This is an optimization exercise on Yosys and OpenROAD, whose aim is small area, a short achievable clock period and few clock cycles, not a production implementation. The RTL was checked by simulation tests, not by an equivalence proof against the original design. Power figures rest on the tool's default switching activity, not on a simulated workload.

--- flow/constraint.sdc ---
create_clock -name core_clock -period 22.0 [get_ports {clk}]
set_input_delay 4.4000 -clock core_clock [delete_from_list [all_inputs] [get_ports {clk}]]
set_output_delay 4.4000 -clock core_clock [all_outputs]
set_load 0.01 [all_outputs]
--- flow/flow/run.sh ---
#!/bin/bash
# The standard layout (standard.sh: standard synthesis, floorplan, placement,
# CTS, routing, finish) with two changes to how it is made:
#  - the buffer that buffer_ports puts on every input and output port is a buf_1
#    rather than the default delay buffer (every port still gets its own buffer);
#  - repair_timing aims for 16.2 ns of setup slack at the design's 22 ns clock,
#    so it sizes up the cells on the slowest paths. The SDC is unchanged.
# The make output goes to flow.log here; ORFS keeps each step's log under orfs/logs/.
set -euo pipefail
export BUFFER_PORTS_ARGS="-buffer_cell sky130_fd_sc_hd__buf_1"
export SETUP_SLACK_MARGIN=16.2
bash standard.sh finish > flow.log 2>&1
--- flow/design.v ---
module dma_sound (
    input  wire        clk,
    input  wire        rst,
    input  wire        cmd_valid,
    output wire        cmd_ready,
    input  wire [2:0]  cmd_op,        
    input  wire [7:0]  cmd_reg,
    input  wire [7:0]  cmd_wdata,
    input  wire [63:0] cmd_clk_c,
    input  wire [63:0] cmd_clk_d,
    input  wire [15:0] cmd_cap,
    input  wire [31:0] cmd_addr,
    input  wire [31:0] cmd_size,
    output wire        rsp_valid,
    output wire [7:0]  rsp_rdata,
    output wire        rsp_active,
    output wire [15:0] rsp_count,
    output wire        rsp_cycle_valid,
    output wire [63:0] rsp_cycle,
    output wire        rsp_desync,
    output wire [23:0] rsp_win_addr,
    output wire [23:0] rsp_win_size,
    output wire        rsp_overlap,
    output wire [15:0] rsp_syn_count,
    output wire        mem_req,
    output wire [23:0] mem_addr,
    input  wire        mem_ack,
    input  wire [15:0] mem_rdata,
    output wire        smp_valid,
    output wire [7:0]  smp_left,
    output wire [7:0]  smp_right,
    output wire        smp_underflow
);
    localparam OP_RD = 3'd0, OP_WR = 3'd1, OP_POLL = 3'd2,
               OP_WIN = 3'd3, OP_OVL = 3'd4, OP_SYN = 3'd5;
    localparam S_IDLE  = 4'd0,    
               S_EXEC  = 4'd1,    
               S_PREW  = 4'd2,    
               S_PREW2 = 4'd7,    
               S_MUL   = 4'd4,    
               S_TICK  = 4'd5,    
               S_FETCH = 4'd6;    
    reg [3:0]  st, st_n, st_b;
    reg        f_mula, f_mxx, f_d8, f_pre;
    reg        rdy;
    reg        rst_r;
    reg [2:0]  c_op;
    reg [7:0]  c_reg;
    reg [7:0]  c_wdata;
    reg [63:0] acc;       
    reg [60:0] dd;        
    reg [63:0] xx;        
    reg [15:0] cap;
    reg [15:0] syn_n;
    reg        post_syn, post_pred;
    reg        play;
    reg        play_d;
    reg        h_rep, r_rep, h_mono, r_mono;
    reg [1:0]  h_rate, r_rate;
    reg [7:0]  hold [1:9];
    reg [7:0]  regs [1:9];
    reg [23:1] counter;
    reg [7:0]  fbuf [0:7];
    reg [2:0]  rptr, wptr;
    reg [3:0]  fsize;
    reg [5:0]  k;
    reg [15:0] sig_count;
    reg [63:0] cycle;
    reg        ack_r;
    reg        rv, sv, suf, cv, desync, mreq;
    reg [7:0]  smp_l, smp_r;
    integer i;
    assign cmd_ready       = rdy;
    assign rsp_valid       = rv;
    assign rsp_rdata       = dd[7:0];
    assign rsp_active      = play;
    assign rsp_count       = sig_count;
    assign rsp_cycle_valid = cv;
    assign rsp_cycle       = acc;
    assign rsp_desync      = desync;
    assign rsp_win_addr    = xx[23:0];
    assign rsp_win_size    = xx[47:24];
    assign rsp_overlap     = dd[8];
    assign rsp_syn_count   = syn_n;
    assign mem_req         = mreq;
    assign mem_addr        = {counter, 1'b0};
    assign smp_valid       = sv;
    assign smp_left        = smp_l;
    assign smp_right       = smp_r;
    assign smp_underflow   = suf;
    wire [23:1] base_a = {regs[1], regs[2], regs[3][7:1]};
    wire [23:1] end_a  = {regs[7], regs[8], regs[9][7:1]};
    wire [23:1] hbase  = {hold[1], hold[2], hold[3][7:1]};
    reg  [5:0] n_dec;
    always @(*) begin
        case (r_rate)
            2'd0: n_dec = 6'd40;
            2'd1: n_dec = 6'd20;
            2'd2: n_dec = 6'd10;
            default: n_dec = 6'd5;
        endcase
    end
    wire [5:0] k_inc  = k + 6'd1;
    wire [5:0] k_next = (k_inc >= n_dec) ? 6'd0 : k_inc;
    wire [23:0] cdiff      = {1'b0, end_a} - {1'b0, counter};
    wire        cnt_lt_end = !cdiff[23] && (cdiff[22:0] != 23'd0);
    reg         lt_end_r, eob;
    reg         ack_rr;
    wire        needs_read = play_d && (fsize <= 4'd6) && lt_end_r;
    wire        silent     = !play_d && (fsize == 4'd0);
    wire [23:1] cnt_inc    = counter + 23'd1;
    wire [23:0] wdiff    = {1'b0, end_a} - {1'b0, base_a};
    wire        end_ge   = !wdiff[23];
    wire        win_ok   = end_ge && (wdiff[22:3] != 20'd0);
    wire [2:0] rptr1 = rptr + 3'd1;
    wire [2:0] wptr1 = wptr + 3'd1;
    wire [7:0] f_b0  = fbuf[rptr];
    wire [7:0] f_b1  = fbuf[rptr1];
    function [64:0] hc_add64(input [63:0] a, input [63:0] b);
        reg [63:0] g, p, gg, pp, g2, p2;
        integer l, j;
        begin
            g = a & b;
            p = a ^ b;
            gg = g;
            pp = p;
            for (j = 1; j < 64; j = j + 2) begin
                gg[j] = g[j] | (p[j] & g[j - 1]);
                pp[j] = p[j] & p[j - 1];
            end
            for (l = 1; l < 6; l = l + 1) begin
                g2 = gg;
                p2 = pp;
                for (j = 1; j < 64; j = j + 2)
                    if (j >= (1 << l) + 1) begin
                        g2[j] = gg[j] | (pp[j] & gg[j - (1 << l)]);
                        p2[j] = pp[j] & pp[j - (1 << l)];
                    end
                gg = g2;
                pp = p2;
            end
            for (j = 2; j < 64; j = j + 2)
                gg[j] = g[j] | (p[j] & gg[j - 1]);
            hc_add64 = {gg[63], p ^ {gg[62:0], 1'b0}};
        end
    endfunction
    wire [63:0] d8      = {dd, 3'b000};
    wire [63:0] add_a   = f_mula ? acc : cycle;
    wire [63:0] add_b   = f_mxx ? xx : (f_d8 ? d8 : 64'd0);
    wire [64:0] sum65   = hc_add64(add_a, add_b);
    wire [63:0] sum     = sum65[63:0];
    wire [64:0] cmpv    = {1'b0, cycle} + {1'b0, ~acc} + {64'd0, !f_pre};
    wire        c_ge    = cmpv[64];
    wire [15:0] syn_inc  = syn_n + 16'd1;
    wire        go       = (syn_n != cap) && !c_ge;
    wire        cap_last = (syn_inc == cap);    
    wire        rem_pos  = cnt_lt_end && ((cdiff[22:3] != 20'd0) || (cdiff[2:0] > 3'd4));
    wire [25:0] rem5     = {1'b0, cdiff[22:0], 2'b00} + {3'd0, cdiff[22:0]} - 26'd20;
    wire [2:0]  xshift   = 3'd3 - {1'b0, r_rate} + {2'b00, r_mono};
    reg  [25:0] r5;       
    wire [63:0] x_new    = {35'd0, r5, 3'b000} << xshift;
    wire        cv_new   = play_d && win_ok && rem_pos;
    wire        mul_last = (dd[60:1] == 60'd0);
    wire       wr_in  = (c_reg <= 8'd16) && (st == S_EXEC) && (c_op == OP_WR);
    wire [4:0] widx   = c_reg[4:0];
    reg  [7:0] nh [1:9];
    reg        nh_rep, nh_mono;
    reg  [1:0] nh_rate;
    always @(*) begin
        for (i = 1; i <= 9; i = i + 1)
            nh[i] = (wr_in && widx == i) ? c_wdata : hold[i];
        nh_rep  = (wr_in && widx == 5'd0)  ? c_wdata[6]   : h_rep;
        nh_mono = (wr_in && widx == 5'd16) ? c_wdata[0]   : h_mono;
        nh_rate = (wr_in && widx == 5'd16) ? c_wdata[7:6] : h_rate;
    end
    wire new_play  = (wr_in && widx == 5'd0) ? c_wdata[7] : play_d;
    wire wr_commit = wr_in && ((new_play != play_d) || !play_d);
    wire wr_start  = wr_in && !play_d && new_play;
    wire wr_stop   = wr_in && play_d && !new_play;
    wire [23:1] nh_base = {nh[1], nh[2], nh[3][7:1]};
    reg [7:0] rd_val;
    always @(*) begin
        rd_val = 8'd0;
        if (c_reg == 8'd0)       rd_val = {play_d, r_rep, 6'd0};
        else if (c_reg <= 8'd9)  rd_val = regs[c_reg[3:0]];
        else if (c_reg == 8'd16) rd_val = {r_rate, 5'd0, r_mono};
    end
    wire [23:0] q_addr    = xx[23:0];
    wire [23:0] q_size    = xx[47:24];
    wire        q_addr_hi = xx[48];
    wire        q_size_hi = xx[49];
    wire        q_size_nz = xx[50];
    wire [24:0] ov_x = {1'b0, q_addr};
    wire [24:0] ov_y = {1'b0, q_size};
    wire [24:0] ov_z = ~{1'b0, base_a, 1'b0};
    wire [24:0] ov_s = ov_x ^ ov_y ^ ov_z;
    wire [24:0] ov_k = (ov_x & ov_y) | (ov_x & ov_z) | (ov_y & ov_z);
    wire [25:0] ov_t = {1'b0, ov_s} + {ov_k, 1'b0};
    wire ovl = play_d && q_size_nz && end_ge && (wdiff[22:0] != 23'd0) &&
               !q_addr_hi && (q_addr < {end_a, 1'b0}) &&
               (q_size_hi || ov_t[25]);
    wire fetch_t  = !silent && (k == 6'd0);
    wire mono_chg = eob && h_rep && (h_mono != r_mono);
    wire fast     = needs_read && mreq && (fsize >= 4'd5) && !mono_chg;
    wire slow     = fetch_t && needs_read && !fast;
    wire stall    = mreq && (k != 6'd0);      
    wire tick_go  = (st == S_TICK) && go && !stall;
    wire do_push = ack_r && ((st == S_TICK) || (st == S_FETCH));
    wire fetch_done = (st == S_FETCH) && !mreq && !ack_r && !ack_rr && !needs_read;
    wire do_pop  = (tick_go && fetch_t && !slow) || fetch_done;
    wire done_t  = (tick_go && !slow) || fetch_done;
    wire end_now = cap_last && ((tick_go && !slow && !(fetch_t && needs_read)) || fetch_done);
    wire       pop_uf  = (fsize == 4'd0);
    wire       pop_two = !r_mono && (fsize >= 4'd2);
    wire [7:0] pop_l   = pop_uf ? 8'd0 : f_b0;
    wire [7:0] pop_r   = pop_uf ? 8'd0 : (pop_two ? f_b1 : f_b0);
    wire [1:0] pop_cnt = pop_uf ? 2'd0 : (pop_two ? 2'd2 : 2'd1);
    always @(*) begin
        st_b = st;
        case (st)
        S_EXEC:  st_b = (c_op != OP_WR) ? S_IDLE : wr_commit ? S_PREW : S_MUL;
        S_PREW:  st_b = S_PREW2;
        S_PREW2: st_b = S_MUL;
        S_MUL:   if (mul_last) st_b = S_IDLE;
        S_TICK: begin
            if (stall)                       st_b = S_TICK;
            else if (!go)                    st_b = S_IDLE;
            else if (slow)                   st_b = S_FETCH;
            else if (end_now)                st_b = S_IDLE;
        end
        S_FETCH: if (fetch_done)
                     st_b = end_now ? S_IDLE : S_TICK;
        default: st_b = S_IDLE;
        endcase
    end
    wire idle    = (st == S_IDLE) && !rst_r;
    wire in_poll = cmd_valid && (cmd_op == OP_POLL);
    wire in_syn  = cmd_valid && (cmd_op == OP_SYN);
    always @(*) begin
        if (rst_r)
            st_n = S_IDLE;
        else if (st == S_IDLE)
            st_n = !cmd_valid ? S_IDLE : in_poll ? S_MUL : in_syn ? S_TICK : S_EXEC;
        else
            st_n = st_b;
    end
    wire respond = (st_n == S_IDLE) && (st != S_IDLE);
    always @(posedge clk) begin
        rst_r   <= rst;
        st     <= st_n;
        play_d <= play && !rst_r;
        lt_end_r <= cnt_lt_end;
        eob      <= (cdiff[22:0] == 23'd1);
        ack_rr   <= ack_r;
        f_mula <= !rst_r && (st == S_MUL) && !mul_last;
        f_mxx  <= idle ? (in_poll && cmd_clk_d[0]) :
                  !rst_r && (st_b == S_MUL) && ((st == S_MUL) ? dd[1] : dd[0]);
        f_d8   <= idle ? in_syn : !rst_r && ((st_b == S_TICK) || (st_b == S_FETCH));
        f_pre  <= idle ? in_poll : !rst_r && (st_b == S_MUL) && (st != S_MUL) && (st != S_IDLE);
        c_op    <= cmd_op;
        c_reg   <= cmd_reg;
        c_wdata <= cmd_wdata;
        r5 <= rem5;
        if (st == S_IDLE) begin
            acc     <= cmd_clk_c;
            dd      <= cmd_clk_d[60:0];
            cap     <= cmd_cap;
        end
        if (st == S_IDLE && cmd_op == OP_OVL)
            xx <= {13'd0, (cmd_size != 32'd0), (cmd_size[31:24] != 8'd0),
                   (cmd_addr[31:24] != 8'd0), cmd_size[23:0], cmd_addr[23:0]};
        else if (st == S_IDLE || st == S_PREW2) begin
            xx <= x_new;
            cv <= cv_new;
        end
        if (f_pre)
            desync <= c_ge;
        if (st == S_MUL) begin
            acc <= sum;
            xx  <= {xx[62:0], 1'b0};
            dd  <= {1'b0, dd[60:1]};
        end
        if (mreq && mem_ack) begin
            fbuf[wptr]  <= mem_rdata[7:0];
            fbuf[wptr1] <= mem_rdata[15:8];
        end
        if (rst_r) begin
            rdy       <= 1'b1;
            play      <= 1'b0;
            h_rep     <= 1'b0;
            r_rep     <= 1'b0;
            h_mono    <= 1'b0;
            r_mono    <= 1'b0;
            h_rate    <= 2'd0;
            r_rate    <= 2'd0;
            for (i = 1; i <= 9; i = i + 1) begin
                hold[i] <= 8'd0;
                regs[i] <= 8'd0;
            end
            counter   <= 23'd0;
            rptr      <= 3'd0;
            wptr      <= 3'd0;
            fsize     <= 4'd0;
            k         <= 6'd0;
            sig_count <= 16'd0;
            cycle     <= 64'd0;
            smp_l     <= 8'd0;
            smp_r     <= 8'd0;
            suf       <= 1'b0;
            mreq      <= 1'b0;
            ack_r     <= 1'b0;
            rv        <= 1'b0;
            sv        <= 1'b0;
            post_syn  <= 1'b0;
            post_pred <= 1'b0;
        end else begin
            rv    <= respond;
            sv    <= 1'b0;
            ack_r <= mreq && mem_ack;
            if (respond) rdy <= 1'b1;
            if (st == S_IDLE && cmd_valid) rdy <= 1'b0;
            if (do_push) begin
                wptr <= wptr + 3'd2;
                if (eob) begin
                    if (h_rep) begin
                        r_rep  <= nh_rep;
                        r_mono <= nh_mono;
                        r_rate <= nh_rate;
                        for (i = 1; i <= 9; i = i + 1)
                            regs[i] <= nh[i];
                        counter   <= hbase;
                        sig_count <= sig_count + 16'd2;
                    end else begin
                        play      <= 1'b0;
                        counter   <= 23'd0;
                        sig_count <= sig_count + 16'd1;
                    end
                end else begin
                    counter <= cnt_inc;
                end
            end
            if (do_pop) begin
                smp_l <= pop_l;
                smp_r <= pop_r;
                rptr  <= rptr + {1'b0, pop_cnt};
            end
            if (do_push || do_pop)
                fsize <= fsize + (do_push ? 4'd2 : 4'd0) - {2'b00, do_pop ? pop_cnt : 2'd0};
            if (done_t) begin
                sv      <= 1'b1;
                suf     <= do_pop && pop_uf;
                cycle   <= sum;
                syn_n   <= syn_inc;
                if (!silent) k <= k_next;
            end
            case (st)
            S_IDLE: begin
                if (post_syn) begin
                    regs[4] <= counter[23:16];
                    regs[5] <= counter[15:8];
                    regs[6] <= {counter[7:1], 1'b0};
                end
                if (post_pred)
                    sig_count <= 16'd0;
                post_syn  <= 1'b0;
                post_pred <= 1'b0;
                syn_n     <= 16'd0;
                mreq      <= in_syn && (k == 6'd0) && needs_read;
            end
            S_EXEC: begin
                case (c_op)
                OP_WR: begin
                    if (wr_in) begin
                        for (i = 1; i <= 9; i = i + 1)
                            hold[i] <= nh[i];
                        h_rep  <= nh_rep;
                        h_mono <= nh_mono;
                        h_rate <= nh_rate;
                        play   <= new_play;
                        if (wr_commit) begin
                            for (i = 1; i <= 9; i = i + 1)
                                regs[i] <= nh[i];
                            r_rep  <= nh_rep;
                            r_mono <= nh_mono;
                            r_rate <= nh_rate;
                        end
                        if (wr_start) begin
                            counter   <= nh_base;
                            sig_count <= sig_count + 16'd1;
                        end
                        if (wr_stop) begin
                            counter   <= 23'd0;
                            sig_count <= sig_count + 16'd1;
                        end
                    end
                end
                OP_RD:  dd[7:0] <= rd_val;
                OP_WIN: begin
                    xx[23:0]  <= play_d ? {base_a, 1'b0} : 24'd0;
                    xx[47:24] <= (play_d && end_ge) ? {wdiff[22:0], 1'b0} : 24'd0;
                end
                OP_OVL: dd[8] <= ovl;
                default: ;
                endcase
            end
            S_MUL: if (mul_last) post_pred <= 1'b1;
            S_TICK: begin
                if (stall) begin
                    if (mem_ack) mreq <= 1'b0;
                end else if (!go) begin
                    mreq     <= 1'b0;
                    post_syn <= 1'b1;
                end else if (slow) begin
                    mreq <= mreq && !mem_ack;
                end else if (fetch_t && needs_read) begin
                    mreq <= !mem_ack;
                end else if (end_now) begin
                    mreq     <= 1'b0;
                    post_syn <= 1'b1;
                end else begin
                    mreq <= !silent && (k_next == 6'd0) && needs_read;
                end
            end
            S_FETCH: begin
                if (mreq) begin
                    if (mem_ack) mreq <= 1'b0;
                end else if (ack_r || ack_rr) begin
                end else if (needs_read) begin
                    mreq <= 1'b1;
                end else if (end_now) begin
                    post_syn <= 1'b1;
                end
            end
            default: ;
            endcase
        end
        if (rst)
            rdy <= 1'b0;
    end
endmodule
--- flow/config.mk ---
export PLATFORM = sky130hd
export DESIGN_NAME = dma_sound
export DESIGN_NICKNAME = dma_sound
export VERILOG_FILES = /design/flow/design.v
export SDC_FILE = /design/flow/constraint.sdc
export NUM_CORES = 4
export LEC_CHECK = 0
export CAP_MARGIN = 20
export CORE_MARGIN = 2
export CORE_UTILIZATION = 60
export CTS_CLUSTER_DIAMETER = 60
export CTS_CLUSTER_SIZE = 25
export PLACE_DENSITY = 0.75
export SLEW_MARGIN = 20
--- flow/standard.sh ---
#!/bin/bash
# synth_recipe.tcl (not shown) runs the flow's synth.tcl, then flattens the netlist and writes it again
# the make line also repeats each setting of config.mk as NAME=value (left out here)
make -C /OpenROAD-flow-scripts/flow DESIGN_CONFIG=/design/flow/config.mk WORK_HOME=/design/flow/orfs CLKGATE_MAP_FILE= SYNTH_SCRIPT=/design/flow/synth_recipe.tcl "${@:-finish}"
==> results of run 1 <==
through the flow:
step           utilization  instance area (sq um)
2_1_floorplan            -                  41790
3_3_place_gp        0.6337                  43620
3_5_place_dp        0.6338                  43620
4_1_cts             0.6641                  45710
5_1_grt             0.6661                  45850
6_report            0.6662                  45850
per-layer routing:
metal,vias to the layer above,GRT usage
met2,1807,0.5988
li1,17544,-
met3,415,0.07459
met1,17733,0.4631
met4,8,0.2328
met5,-,0
cell usage after synthesis, types with 9 or more instances:
cell type,count,area (sq um)
a221oi_1,27,236.5
buf_4,59,442.9
o31ai_1,14,105.1
buf_2,26,130.1
buf_1,29,108.9
nor2_1,471,1768
o21ai_1,21,105.1
a31oi_1,30,187.7
nand2b_1,25,156.4
o211ai_1,33,247.7
nor4_1,46,287.8
nor2b_1,26,162.7
or2_2,9,56.30
mux4_2,49,1104
xnor2_1,65,569.3
and3_1,37,231.5
or3_1,18,112.6
o221ai_1,24,210.2
mux2_2,48,540.5
clkbuf_1,206,773.2
fa_1,61,1221
o2111ai_1,10,87.58
o22ai_1,32,200.2
nand2_1,604,2267
a21oi_1,303,1516
ha_1,283,3541
mux2i_1,170,1702
o21a_1,29,217.7
inv_1,410,1539
o31a_1,10,87.58
o21bai_1,14,105.1
edfxtp_1,229,6877
nor3_1,63,315.3
o21ai_0,283,1416
nand4_1,35,219.0
dfxtp_1,414,8288
and2_1,30,187.7
a21o_1,44,330.3
nand3_1,120,600.6
a22oi_1,12,90.09
xor2_1,75,656.9
a211oi_1,164,1231
cell families after synthesis:
kind of cell	Yosys count	synth area share
other	1	0.00008975
adders and majority gates	344	0.1140
DFF	643	0.3629
and+or+nand+nor	1538	0.1661
muxes	269	0.08061
buffers and inverters	732	0.07187
xor gates and xnor gates	140	0.02935
AOI/OAI and AO/OA	1148	0.1751
layout make-up:
cell class                 instances  area [sq um]
sequential                       643         15250
timing repair buffer             513          2215
clock buffer                      57          1361
tap                              931          1165
antenna                           18         45.04
clock inverter                    43         588.1
inverter                         411          1545
multi-input combinational       3441         23690
fill                            5755         22980
where the power goes:
group,internal [mW],total (mW),switching (mW),leakage (nW)
registers,1.28,1.35,0.0727,5.55
clock network,0.517,1.07,0.551,0.937
logic,0.122,0.327,0.204,11.2
how the worst max path moves through the flow:
stage	from	endpoint	slack, ps	cells past startpoint
after floorplan	cmd_op[1]	xx[31]	16200	7
after global placement	cmd_op[1]	xx[3]	15730	9
after detailed placement	cmd_op[1]	xx[3]	15680	9
after CTS	xx[10]	rsp_win_addr[10]	16170	1
after global routing	acc[34]	rsp_cycle[34]	16190	1
final	xx[16]	rsp_win_addr[16]	16200	1
repair_timing:
action,CTS,global route
setup buffers,8,9
gates resized for setup,58,15
endpoints found under the setup margin,53,20
==> impl_metrics.yaml, run 1 <==
critical_path:
  path_buf_inv: 1
  cp_slowest_cell: "dfxtp_2"
  crit_required_ps: 17600
  start_kind: "flop"
  cp_max_fo: 5
  reg2reg_from: "acc[47]"
  path_cells: "buf_1"
  r2r_setup_slack_ps: 16600
  cp_top_family: "flip-flops"
  crit_arrival_ps: 1400
  cpPeakStageDelay_ps: 460
  timing.rr.end: "fsize[3]"
  reg2reg_depth: 16
  end_kind: "output pin"
  crit_type: "flop to output pin"
global_routing:
  grt_max_degree: 101
  antenna_found_initial: 21
  grt_usage: 0.3732
  grt_pass1_vias: 34692
  grt_pass1_wl_microns: 204200
  grt-ovfl-total: 0
sta:
  worst_slack_ps: 16200
  fin_skew_ps: 54.42
  finalMaxSlewViolations: 0
  tns_ps: 0
  slew_headroom: 0.2281
  rsz0062_at_grt: "yes"
  hold-worst-slack_ps: 399.3
  min_period_ps: 5802
  setup_viol: 0
  final_hold_viol_count: 0
  final.period_utilization: 0.2637
  tightest_slew_ps: 1158
  fmax_ghz: 0.1724
placed_design:
  place_ws_ps: 15680
  dp.cells: 5922
  gp_congestion: 1.010
  hpwl_microns: 103900
  port_buffers: 443
drt:
  wl_per_cell_microns: 22.80
  wl_met2_microns: 62680
  viasPerCell: 6.192
  wl_met3_microns: 12940
  met1_length_microns: 52880
  routed_wl_microns: 138100
  drt-pass1-iter-count: 7
  drt.antenna.violating_nets: 0
  drt_iter0_drc: 3702
  drc: 0
  top_layer: "met5"
  num_vias: 37507
yosys:
  netlist_area_sq_um: 41780
  synth_edf_count: 229
  async_flop_share: 0
  yosysWarnings: 12
  synth-seq-cells: 643
  synth.avg_cell_area_sq_um: 8.678
  ys.flop_type: "dfxtp_1"
  netlist_instances: 4815
  seq_area_frac_synth: 0.3629
  synthDistinctLibCells: 94
final_layout:
  largestRegisters: "hold x72, regs x72"
  nets: 5654
  final_common_cell: "nand2_1"
  final_cell_mix: "603 x nand2_1, 470 x nor2_1, 423 x buf_1"
  syn_to_final_growth_pct: 9.735
  finalNonFillerCells: 6057
  drive_gt1_frac: 0.07772
floorplan:
  dieArea_sq_um: 71770
  die_x_microns: 267.9
  fp.coreArea_sq_um: 68830
  floorplan.rows: 96
  initial_core_util: 0.6071
  die_h_microns: 267.9
  boundaryPins: 448
worst_hold_path:
  worstHoldStart: "ack_r"
  min_path_type: "flop to flop"
  holdPathEnd: "ack_rr"
  hold-path-cell-count: 0
clock_network:
  clk_pin_slew_ps: 90
  cts_tree: "built"
  clock_latency_ps: 680
  cts_buffers: 53
  root_buffer: "clkbuf_16"
  cts_hold_buf: 0
  cts.path.max_buffers: 3
  cts.sinks: 643
  htreeDepth: 2
job:
  drv_cap: 0
power_and_ir_drop:
  peakVddDrop_v: 0.00008354
  power_density_nw_per_um2: 59.92
  fin_total_pwr_mw: 2.747
  p_leak_nw: 17.65
outcome:
  outcome: "complete, no violations"
Testbench counts, summed over its fixed seeds: cycles 133,190.
==> inputs of run 2 (changes only) <==
--- a/flow/design.v
+++ b/flow/design.v
@@ -434,7 +434,11 @@
             default: ;
             endcase
         end
-        if (rst)
-            rdy <= 1'b0;
+        if (rst) begin
+            rdy  <= 1'b0;
+            rv   <= 1'b0;
+            sv   <= 1'b0;
+            mreq <= 1'b0;
+        end
     end
 endmodule
==> impl_metrics.yaml, run 2 <==
outcome:
  outcome: "complete, no violations"
clock_network:
  clock_latency_ps: 660
  cts_buffers: 53
  htreeDepth: 2
  cts.path.max_buffers: 3
  cts_tree: "built"
  root_buffer: "clkbuf_16"
  clk_pin_slew_ps: 80
  cts.sinks: 643
global_routing:
  grt_usage: 0.3649
  grt_max_degree: 169
  grt_pass1_vias: 34446
  grt_pass1_wl_microns: 200900
  grt-ovfl-total: 0
  antenna_found_initial: 9
sta:
  rsz0062_at_grt: "yes"
  final_hold_viol_count: 0
  finalMaxSlewViolations: 0
  fmax_ghz: 0.1711
  tightest_slew_ps: 1149
  fin_skew_ps: 53.72
  tns_ps: 0
  setup_viol: 0
  worst_slack_ps: 16160
  slew_headroom: 0.2311
  min_period_ps: 5844
  final.period_utilization: 0.2656
yosys:
  synth.avg_cell_area_sq_um: 8.709
  synth_edf_count: 229
  netlist_area_sq_um: 41620
  netlist_instances: 4779
  synth_most_common_cell: "nand2_1"
  async_flop_share: 0
  yosysWarnings: 12
  ys_top_cells_by_count: "541 x nand2_1, 479 x nor2_1, 414 x dfxtp_1"
  yosys.area.top_type_share: 0.1991
  ys_top_cells_by_area: "dfxtp_1 20%, edfxtp_1 17%, ha_1 8.5%"
  synth-seq-cells: 643
  synthDistinctLibCells: 96
  seq_area_frac_synth: 0.3644
  synth_top_cell_by_area: "dfxtp_1"
  ys.flop_type: "dfxtp_1"
critical_path:
  cp_max_fo: 6
  path_buf_inv: 1
  crit_path_start: "xx[4]"
  reg2reg_depth: 18
  timing.rr.end: "acc[63]"
  crit_type: "flop to output pin"
  reg2reg_from: "f_mula"
  crit_required_ps: 17600
  path_cells: "clkbuf_2"
  cp_slowest_cell: "dfxtp_2"
  timing.critical_path.depth: 1
  end_kind: "output pin"
  cp_top_family: "flip-flops"
  start_kind: "flop"
  r2r_setup_slack_ps: 16570
  crit_arrival_ps: 1440
  cpPeakStageDelay_ps: 540
placed_design:
  dp.cells: 5872
  hpwl_microns: 100000
  gp_congestion: 0.9997
  place_ws_ps: 15430
  port_buffers: 443
final_layout:
  largestRegisters: "hold x72, regs x72"
  syn_to_final_growth_pct: 9.629
  final_common_cell: "nand2_1"
  finalNonFillerCells: 5993
  finish.utilization: 0.6652
  regArea_sq_um: 15240
  nets: 5603
  nFillCells: 5767
  drive_gt1_frac: 0.07298
  final_cell_mix: "539 x nand2_1, 478 x nor2_1, 439 x buf_1"
  multiInputGateArea_sq_um: 23650
worst_hold_path:
  hold-path-cell-count: 0
  min_path_type: "flop to flop"
  worstHoldStart: "ack_r"
  holdPathEnd: "ack_rr"
power_and_ir_drop:
  fin_total_pwr_mw: 2.928
  power_density_nw_per_um2: 64.17
  p_leak_nw: 17.83
  peakVddDrop_v: 0.00006758
floorplan:
  die_x_microns: 267.4
  die_h_microns: 267.4
  initial_core_util: 0.6068
  fp.coreArea_sq_um: 68590
  boundaryPins: 448
  floorplan.rows: 96
  dieArea_sq_um: 71490
drt:
  num_vias: 37359
  drt.antenna.violating_nets: 0
  drt_iter0_drc: 4237
  wl_per_cell_microns: 22.39
  viasPerCell: 6.234
  drc: 0
  drt-pass1-iter-count: 6
  routed_wl_microns: 134200
job:
  drv_cap: 0
run 2: what timing repair did:
item,in CTS,in global routing
hold buffers,0,0
resized for setup,41,28
buffers inserted,1,15
endpoints found under the setup margin,63,65
run 2: cell type report:
type | instances | area share
clock inverters | 43 | 0.01146
repair buffers | 506 | 0.04796
inverters | 391 | 0.03228
diodes | 6 | 0.0003291
multi-input cells | 3417 | 0.5183
well taps | 931 | 0.02553
flip-flops and latches | 643 | 0.3341
clock buffers | 56 | 0.03000
run 2: cells by family (layout without fill, tap and decap cells):
| family | after synthesis | after routing | synth area share |
|---|---|---|---|
| other cells | 1 | 8 | 0.00009010 |
| buf+inv | 720 | 996 | 0.07068 |
| xor+xnor | 141 | 141 | 0.02967 |
| mux | 266 | 266 | 0.07928 |
| simple gates | 1471 | 1471 | 0.1594 |
| compound gates | 1193 | 1193 | 0.1821 |
| fa+ha+maj | 344 | 344 | 0.1144 |
| flops | 643 | 643 | 0.3644 |
run 2: report_power, final:
group	switching [mW]	internal, mW
sequential	0.0947	1.29
combinational	0.293	0.208
clock	0.536	0.503
run 2: metal layers:
| metal | vias up | track usage | wire, microns |
|---|---|---|---|
| li1 | 17427 | - | - |
| met1 | 17656 | 0.4827 | 53450 |
| met2 | 1885 | 0.5751 | 59710 |
| met3 | 381 | 0.06041 | 13060 |
| met4 | 10 | 0.1924 | 7926 |
| met5 | - | 0 | 63 |
run 2: how the worst max path moves through the flow:
stage	to	slack, ps
2_1_floorplan	xx[24]	16190
3_3_place_gp	xx[19]	15470
3_5_place_dp	xx[19]	15430
4_1_cts	rsp_win_addr[4]	16090
5_1_grt	acc[63]	16150
6_report	rsp_win_addr[4]	16160
run 2: per-stage QoR:
stage | instance area (sq um) | hold WS (ps)
final | 45630 | 408.2
after global routing | 45620 | 427.9
after CTS | 45420 | 407.3
after detailed placement | 43460 | 399.6
after global placement | 43450 | 396.1
after floorplan | 41650 | 360.2
Testbench counts of run 2, summed over its fixed seeds: cycles 133,190.
==> inputs of run 3 (changes only) <==
--- a/flow/config.mk
+++ b/flow/config.mk
@@ -7,8 +7,8 @@
 export LEC_CHECK = 0
 export CAP_MARGIN = 20
 export CORE_MARGIN = 2
-export CORE_UTILIZATION = 60
+export CORE_UTILIZATION = 72
 export CTS_CLUSTER_DIAMETER = 60
 export CTS_CLUSTER_SIZE = 25
-export PLACE_DENSITY = 0.75
+export PLACE_DENSITY = 0.85
 export SLEW_MARGIN = 20
==> impl_metrics.yaml, run 3 <==
power_and_ir_drop:
  power.net_switching_mw: 0.9014
  swShare: 0.3137
  power_density_nw_per_um2: 63.69
  comb_power_share: 0.176
  peakVddDrop_v: 0.00007625
  p_leak_nw: 17.63
  power_frac_clock: 0.338
  power_frac_seq: 0.486
  p_int_mw: 1.972
yosys:
  ys.flop_type: "dfxtp_1"
  synth-xor-area-share: 0.02967
  yosys.area.top_type_share: 0.1991
  ys_top_cells_by_count: "541 x nand2_1, 479 x nor2_1, 414 x dfxtp_1"
  netlist_area_sq_um: 41620
  ys_top_cells_by_area: "dfxtp_1 20%, edfxtp_1 17%, ha_1 8.5%"
  netlist_instances: 4779
  async_flop_share: 0
  yosysWarnings: 12
  seq_area_frac_synth: 0.3644
  synth_edf_count: 229
  synth-seq-cells: 643
  synthMuxAreaShare: 0.07928
  synthSimpleGateAreaFrac: 0.1594
  synth_most_common_cell: "nand2_1"
  synth_compound_area_frac: 0.1821
  synth_top_family_by_area: "compound AO/OA/AOI/OAI gates"
  synth_top_cell_by_area: "dfxtp_1"
  synth.avg_cell_area_sq_um: 8.709
  synthDistinctLibCells: 96
  synth_fa_ha_area_frac: 0.1144
critical_path:
  path_buf_inv: 1
  cpPeakStageDelay_ps: 580
  crit_required_ps: 17600
  cp_top_family: "flip-flops"
  cp_slowest_cell: "dfxtp_1"
  crit_arrival_ps: 1410
  cp_max_fo: 5
  end_kind: "output pin"
  crit_type: "flop to output pin"
  reg2reg_depth: 20
  timing.critical_path.depth: 1
  path_cells: "buf_1"
  start_kind: "flop"
sta:
  setup_viol: 0
  min_period_ps: 5806
  tightest_slew_ps: 1142
  final_hold_viol_count: 0
  fmax_ghz: 0.1722
  slew_headroom: 0.2389
  final.period_utilization: 0.2639
  fin_skew_ps: 34.26
  rsz0062_at_grt: "no"
  tns_ps: 0
  finalMaxSlewViolations: 0
drt:
  num_vias: 38515
  drt-pass1-iter-count: 8
  routed_wl_microns: 136000
  viasPerCell: 6.638
  drc: 0
  drt.antenna.violating_nets: 0
  wl_per_cell_microns: 23.45
  drt_iter0_drc: 4809
final_layout:
  regArea_sq_um: 15230
  nets: 5582
  syn_to_final_growth_pct: 8.415
  largestRegisters: "hold x72, regs x72"
  drive_gt1_frac: 0.06660
  finish.utilization: 0.7850
  final_common_cell: "nand2_1"
  final_cell_mix: "539 x nand2_1, 478 x nor2_1, 440 x buf_1"
  nFillCells: 4082
  multiInputGateArea_sq_um: 23640
clock_network:
  cts.path.max_buffers: 3
  cts_tree: "built"
  cts_buffers: 48
  cts_hold_buf: 0
  clock_latency_ps: 640
  root_buffer: "clkbuf_16"
  cts.sinks: 643
  clk_pin_slew_ps: 90
  htreeDepth: 2
global_routing:
  grt_pass1_wl_microns: 202400
  grt_pass1_vias: 35328
  grt_usage: 0.4370
  grt-ovfl-total: 0
  antenna_found_initial: 11
  grt_max_degree: 98
floorplan:
  die_h_microns: 244.4
  fp.coreArea_sq_um: 57480
  dieArea_sq_um: 59740
  boundaryPins: 448
  initial_core_util: 0.7241
  floorplan.rows: 88
  die_x_microns: 244.4
placed_design:
  port_buffers: 443
  hpwl_microns: 99550
  gp_congestion: 1.007
outcome:
  outcome: "complete, no violations"
worst_hold_path:
  hold-path-cell-count: 0
  min_path_type: "flop to flop"
job:
  drv_cap: 0
## run 3: metrics by stage
step	power (mW)	hold WS, ps	cell area, sq um	instances	setup slack [ps]
2_1_floorplan	1.734	360.2	41650	4780	16190
3_3_place_gp	1.880	391.9	43200	5701	15430
3_5_place_dp	1.900	392.3	43200	5701	15410
4_1_cts	2.850	402.2	44970	5791	16200
5_1_grt	2.966	408.4	45110	5799	16200
6_report	2.874	405.8	45120	5802	16190
## run 3: worst paths after layout
check	from	to	slack, ps
setup / recovery	xx[33]	rsp_win_size[9]	16190
hold reg to reg	ack_r	ack_rr	410
setup reg to reg	counter[1]	r5[24]	16440
hold / removal	ack_r	ack_rr	410
## run 3: area by class of cell
cell class | instances | share of cell area
Clock buffer | 55 | 0.02884
Tap cell | 765 | 0.02121
Multi-Input combinational cell | 3417 | 0.5240
Sequential cell | 643 | 0.3376
Antenna cell | 7 | 0.0003882
Timing Repair Buffer | 490 | 0.04645
Inverter | 391 | 0.03264
Clock inverter | 34 | 0.008901
## run 3: cell families after synthesis
logic type,count (synthesis)
adder cells (fa/ha/maj),344
AND/OR/NAND/NOR,1471
flip-flops,643
other,1
AO/OA/AOI/OAI,1193
XOR/XNOR,141
buffers and inverters,720
multiplexers,266
## run 3: routing by layer
layer  GRT usage  wire, microns  up-vias
met2      0.6864          60550     2478
li1            -              -    17376
met4      0.2645           9707        8
met3     0.08856          16090      515
met5           0             46        -
met1      0.5583          49650    18138
## run 3: what timing repair did
action                     4_1_cts  5_1_grt
pin swaps                        0        1
gates resized for setup         38       21
setup endpoints to repair       55       54
buffers inserted                 1        2
cloned                           0        2
## run 3: power by group through the flow
stage,sequential [mW],clock [mW],combinational (mW)
final,1.40,0.972,0.507
after global routing,1.39,1.01,0.559
after CTS,1.39,0.969,0.494
after detailed placement,1.41,0,0.488
after global placement,1.41,0,0.471
after floorplan,1.36,0,0.370
==> inputs of run 4 (changes only) <==
--- a/flow/config.mk
+++ b/flow/config.mk
@@ -7,8 +7,8 @@
 export LEC_CHECK = 0
 export CAP_MARGIN = 20
 export CORE_MARGIN = 2
-export CORE_UTILIZATION = 72
+export CORE_UTILIZATION = 78
 export CTS_CLUSTER_DIAMETER = 60
 export CTS_CLUSTER_SIZE = 25
-export PLACE_DENSITY = 0.85
+export PLACE_DENSITY = 0.9
 export SLEW_MARGIN = 20
==> impl_metrics.yaml, run 4 <==
outcome:
  outcome: "complete, no violations"
power_and_ir_drop:
  peakVddDrop_v: 0.00008395
  comb_power_share: 0.177
  power_frac_seq: 0.486
  power_frac_clock: 0.336
  fin_total_pwr_mw: 2.871
  p_int_mw: 1.967
  power_density_nw_per_um2: 63.84
  power.net_switching_mw: 0.9035
  p_leak_nw: 17.61
  swShare: 0.3148
floorplan:
  die_h_microns: 235.0
  initial_core_util: 0.7904
  floorplan.rows: 84
  fp.coreArea_sq_um: 52660
  dieArea_sq_um: 55220
  boundaryPins: 448
  die_x_microns: 235.0
critical_path:
  crit_type: "input port to flop"
  reg2reg_depth: 19
  crit_arrival_ps: 6250
  start_kind: "input port"
  end_kind: "flop"
  crit_required_ps: 22360
  cp_max_fo: 2
placed_design:
  hpwl_microns: 99440
  dp.cells: 5620
  place_ws_ps: 15430
  gp_congestion: 1.003
  placedInstanceArea_sq_um: 43060
  port_buffers: 443
drt:
  viasPerCell: 6.892
  drt_iter0_drc: 5485
  drt-pass1-iter-count: 12
  wl_per_cell_microns: 24.21
  drt.antenna.violating_nets: 0
  routed_wl_microns: 138600
  num_vias: 39457
  drc: 0
sta:
  final.period_utilization: 0.2681
  tightest_slew_ps: 1334
  min_period_ps: 5897
  rsz0062_at_grt: "no"
  fmax_ghz: 0.1696
  fin_skew_ps: 39.08
  hold-worst-slack_ps: 411.5
  tns_ps: 0
  setup_viol: 0
  worst_slack_ps: 16100
  final_hold_viol_count: 0
  slew_headroom: 0.1026
  finalMaxSlewViolations: 0
yosys:
  synth_edf_count: 229
  netlist_area_sq_um: 41620
  seq_area_frac_synth: 0.3644
  synth_most_common_cell: "nand2_1"
  synth.avg_cell_area_sq_um: 8.709
  synth-seq-cells: 643
  ys_top_cells_by_count: "541 x nand2_1, 479 x nor2_1, 414 x dfxtp_1"
  yosysWarnings: 12
  synth_top_cell_by_area: "dfxtp_1"
  ys.flop_type: "dfxtp_1"
  netlist_instances: 4779
  yosys.area.top_type_share: 0.1991
  synthDistinctLibCells: 96
  ys_top_cells_by_area: "dfxtp_1 20%, edfxtp_1 17%, ha_1 8.5%"
  async_flop_share: 0
final_layout:
  final_common_cell: "nand2_1"
  finish.utilization: 0.8540
  final_cell_mix: "539 x nand2_1, 478 x nor2_1, 442 x buf_1"
  drive_gt1_frac: 0.06446
  finalNonFillerCells: 5725
  fin_area_sq_um: 44970
  largestRegisters: "hold x72, regs x72"
  syn_to_final_growth_pct: 8.048
  nFillCells: 3084
  nets: 5580
clock_network:
  clock_latency_ps: 640
  cts_buffers: 46
  cts.path.max_buffers: 3
  cts.sinks: 643
  clk_pin_slew_ps: 90
  cts_tree: "built"
  htreeDepth: 2
  root_buffer: "clkbuf_16"
global_routing:
  grt_usage: 0.4812
  antenna_found_initial: 15
  grt_pass1_wl_microns: 208600
  grt_max_degree: 107
  grt_pass1_vias: 36665
  grt-ovfl-total: 0
job:
  drv_cap: 0
worst_hold_path:
  hold-path-cell-count: 0
  min_path_type: "flop to flop"
run 4: metal layers:
metal / global-route usage / wire length, microns
met1: 0.6028 / 47670
met3: 0.1123 / 18420
met4: 0.3397 / 12450
met2: 0.7371 / 59980
met5: 0 / 69
run 4: repair_timing:
| action | 4_1_cts | 5_1_grt |
|---|---|---|
| buffers inserted | 1 | 6 |
| setup endpoints to repair | 48 | 45 |
| hold buffers | 0 | 0 |
| pin swaps | 0 | 0 |
| gates resized for setup | 27 | 17 |
run 4: critical path: stages:
cell	delay [ps]
buf_1	100
nor4_1	1120
nand4_1	170
nor3_1	340
o21ai_0	120
run 4: cells by family after synthesis:
kind of cell / count (synthesis) / synth area share
simple gates: 1471 / 0.1594
compound gates: 1193 / 0.1821
buf+inv: 720 / 0.07068
flops: 643 / 0.3644
fa+ha+maj: 344 / 0.1144
mux: 266 / 0.07928
xor+xnor: 141 / 0.02967
other cells: 1 / 0.00009010
run 4: final cells by class:
class	count	area [sq um]	area share
multi-input combinational	3417	23660	0.5262
sequential	643	15210	0.3383
timing repair buffer	490	2073	0.04610
inverter	391	1473	0.03275
clock buffer	52	1269	0.02821
tap	688	860.8	0.01914
clock inverter	33	389.1	0.008653
antenna	11	27.53	0.0006121
run 4: path summary, 6_finish.rpt:
kind,startpoint,endpoint,slack [ps]
setup / recovery,cmd_size[1],xx[50],16100
setup reg to reg,f_mxx,cycle[59],16460
hold reg to reg,ack_r,ack_rr,410
hold / removal,ack_r,ack_rr,410
run 4: power by group through the flow:
| stage | combinational (mW) | clock [mW] | sequential [mW] |
|---|---|---|---|
| after floorplan | 0.370 | 0 | 1.36 |
| after global placement | 0.461 | 0 | 1.41 |
| after detailed placement | 0.481 | 0 | 1.41 |
| after CTS | 0.489 | 0.957 | 1.39 |
| after global routing | 0.560 | 0.997 | 1.39 |
| final | 0.509 | 0.965 | 1.40 |
==> inputs of run 5 (changes only) <==
==> flow/run.sh (new file) <==
#!/bin/bash
# synth_recipe.tcl (not shown) runs the flow's synth.tcl, then flattens the netlist and writes it again
# the make line also repeats each setting of config.mk as NAME=value (left out here)
make -C /OpenROAD-flow-scripts/flow DESIGN_CONFIG=/design/flow/config.mk WORK_HOME=/design/flow/orfs CLKGATE_MAP_FILE= SYNTH_SCRIPT=/design/flow/synth_recipe.tcl finish
--- a/flow/config.mk
+++ b/flow/config.mk
@@ -7,8 +7,8 @@
 export LEC_CHECK = 0
 export CAP_MARGIN = 20
 export CORE_MARGIN = 2
-export CORE_UTILIZATION = 78
+export CORE_UTILIZATION = 60
 export CTS_CLUSTER_DIAMETER = 60
 export CTS_CLUSTER_SIZE = 25
-export PLACE_DENSITY = 0.9
+export PLACE_DENSITY = 0.75
 export SLEW_MARGIN = 20
removed: flow/flow/run.sh
removed: flow/standard.sh
==> impl_metrics.yaml, run 5 <==
clock_network:
  cts.path.max_buffers: 3
  cts_tree: "built"
  htreeDepth: 2
  cts.sinks: 643
  root_buffer: "clkbuf_16"
  postCtsSetupBuffers: 0
  cts_resized: 0
  clock_latency_ps: 640
  cts_buffers: 53
  cts_hold_buf: 0
  clk_pin_slew_ps: 90
global_routing:
  grt_usage: 0.3706
  grt_pass1_vias: 34159
  grt_pass1_wl_microns: 202900
  antenna_found_initial: 14
  grt-ovfl-total: 0
  grt_max_degree: 87
placed_design:
  port_buffers: 443
  place_ws_ps: 15030
  gp_congestion: 0.9638
  hpwl_microns: 102200
critical_path:
  path_buf_inv: 2
  crit_required_ps: 22480
  crit_path_start: "cmd_op[2]"
  end_kind: "flop"
  cp_slowest_cell: "buf_4"
  start_kind: "input port"
  path_cells: "clkdlybuf4s50_1 > or3b_2 > nor2_4 > buf_4 > a211oi_1 > a21oi_1 > a221oi_1"
  reg2reg_from: "f_mula"
  crit_type: "input port to flop"
  crit_arrival_ps: 7070
  cpPeakStageDelay_ps: 580
  cp_top_family: "buffers and inverters"
  cp_max_fo: 76
sta:
  tightest_slew_ps: 1116
  slew_headroom: 0.2459
  tns_ps: 0
  final.period_utilization: 0.2997
  rsz0062_at_grt: "no"
  worst_slack_ps: 15410
  setup_viol: 0
  fmax_ghz: 0.1516
  min_period_ps: 6594
  finalMaxSlewViolations: 0
  fin_skew_ps: 28.53
  final_hold_viol_count: 0
yosys:
  seq_area_frac_synth: 0.3644
  synthDistinctLibCells: 96
  synth-seq-cells: 643
  synth_most_common_cell: "nand2_1"
  synth_edf_count: 229
  yosys.area.top_type_share: 0.1991
  synth.avg_cell_area_sq_um: 8.709
  synth_top_cell_by_area: "dfxtp_1"
  async_flop_share: 0
  netlist_instances: 4779
  yosysWarnings: 12
  ys.flop_type: "dfxtp_1"
  ys_top_cells_by_area: "dfxtp_1 20%, edfxtp_1 17%, ha_1 8.5%"
  netlist_area_sq_um: 41620
  ys_top_cells_by_count: "541 x nand2_1, 479 x nor2_1, 414 x dfxtp_1"
floorplan:
  floorplan.rows: 96
  dieArea_sq_um: 71490
  die_h_microns: 267.4
  boundaryPins: 448
  initial_core_util: 0.6068
  fp.coreArea_sq_um: 68590
  die_x_microns: 267.4
final_layout:
  final_common_cell: "nand2_1"
  final_cell_mix: "539 x nand2_1, 477 x nor2_1, 443 x clkdlybuf4s50_1"
  syn_to_final_growth_pct: 15.43
  nFillCells: 5552
  nets: 5584
  largestRegisters: "hold x72, regs x72"
  drive_gt1_frac: 0.05797
job:
  drv_cap: 0
power_and_ir_drop:
  power_density_nw_per_um2: 61.77
  p_leak_nw: 18.82
  peakVddDrop_v: 0.00008303
drt:
  viasPerCell: 6.225
  drc: 0
  wl_per_cell_microns: 22.82
  num_vias: 37227
  drt.antenna.violating_nets: 0
  drt-pass1-iter-count: 6
  routed_wl_microns: 136400
  drt_iter0_drc: 4622
worst_hold_path:
  min_path_type: "flop to flop"
  worstHoldStart: "ack_r"
outcome:
  outcome: "complete, no violations"
[run 5: cell count changes in the layout (fill, tap and decap cells not counted), sizes merged]
cell / before / now
clkdlybuf4s50: 0 / 443
clkbuf: 53 / 63
bufinv: 2 / 1
clkinvlp: 5 / 4
diode: 11 / 12
buf: 489 / 44
clkinv: 7 / 12
[run 5: cells by family (layout without fill, tap and decap cells)]
group                      after synthesis  in the layout  synth area share
AOI/OAI and AO/OA                     1193           1193            0.1821
xor gates and xnor gates               141            141           0.02967
adders and majority gates              344            344            0.1144
buffers and inverters                  720            977           0.07068
DFF                                    643            643            0.3644
muxes                                  266            266           0.07928
other                                    1             14        0.00009010
and+or+nand+nor                       1471           1471            0.1594
[run 5: per-layer routing]
layer / vias to the layer above / wire, microns / global-route usage
li1: 17399 / - / -
met1: 17635 / 54740 / 0.4870
met2: 1830 / 60990 / 0.5872
met3: 347 / 13220 / 0.07135
met4: 16 / 7395 / 0.1810
met5: - / 93 / 0
[run 5: power breakdown]
| group | switching (mW) | internal, mW |
|---|---|---|
| Sequential | 0.0958 | 1.29 |
| Combinational | 0.298 | 0.266 |
| Clock | 0.514 | 0.501 |
[run 5: layout make-up]
| cell class | instances | area, sq um | area share |
|---|---|---|---|
| multi-input cells | 3417 | 23610 | 0.4915 |
| flip-flops and latches | 643 | 15180 | 0.3159 |
| repair buffers | 487 | 4765 | 0.09918 |
| inverters | 391 | 1473 | 0.03065 |
| clock buffers | 63 | 1424 | 0.02964 |
| well taps | 931 | 1165 | 0.02425 |
| clock inverters | 36 | 394.1 | 0.008204 |
| diodes | 12 | 30.03 | 0.0006251 |
[run 5: worst paths after layout]
path	end	slack (ps)	cells after the start
setup / recovery	xx[19]	15410	7
hold / removal	ack_rr	410	0
setup reg to reg	acc[63]	15890	19
hold reg to reg	ack_rr	410	0
[run 5: through the flow]
| stage | util | hold slack [ps] | std cells | cell area (sq um) | power [mW] |
|---|---|---|---|---|---|
| 2_1_floorplan | - | 360.2 | 4780 | 41620 | 1.734 |
| 3_3_place_gp | 0.6735 | 390.5 | 5869 | 46190 | 1.949 |
| 3_5_place_dp | 0.6735 | 395.4 | 5869 | 46190 | 1.965 |
| 4_1_cts | 0.7000 | 407.8 | 5968 | 48010 | 2.959 |
| 5_1_grt | 0.7002 | 413.0 | 5972 | 48020 | 3.078 |
| 6_report | 0.7005 | 409.2 | 5980 | 48040 | 2.968 |

==> afterwards: timing with drivers on the ports <==
The results above use ideal ports. As a check the final layouts listed here were re-extracted and re-timed, cells and wires unchanged. Step 1, drivers: a clkbuf_16 drives clk and a buf_2 each remaining input, both assumed. Step 2 adds t to the input delays and takes it off the output delays; t is the mean of the earliest and latest rising clock arrival at the registers after step 1. Input paths then give back, and output paths get back, about the clock's delay inside the block. Three values: ideal ports, drivers, drivers and shift; two values: the first two.
run	shift t [ns]	setup slack, ns	cell pins on the clock port's net
run 1	0.724	16.198 / 16.130 / 15.588	1
run 2	0.700	16.156 / 16.089 / 15.616	1
run 3	0.692	16.194 / 16.127 / 15.650	1
run 4	0.680	16.103 / 16.105 / 15.463	1
run 5	0.696	15.406 / 15.368 / 14.721	1
After both steps every run listed still meets setup and hold. The setup slack of run 5, which loses most, moves by -0.038 ns with the drivers and by -0.685 ns with both steps.
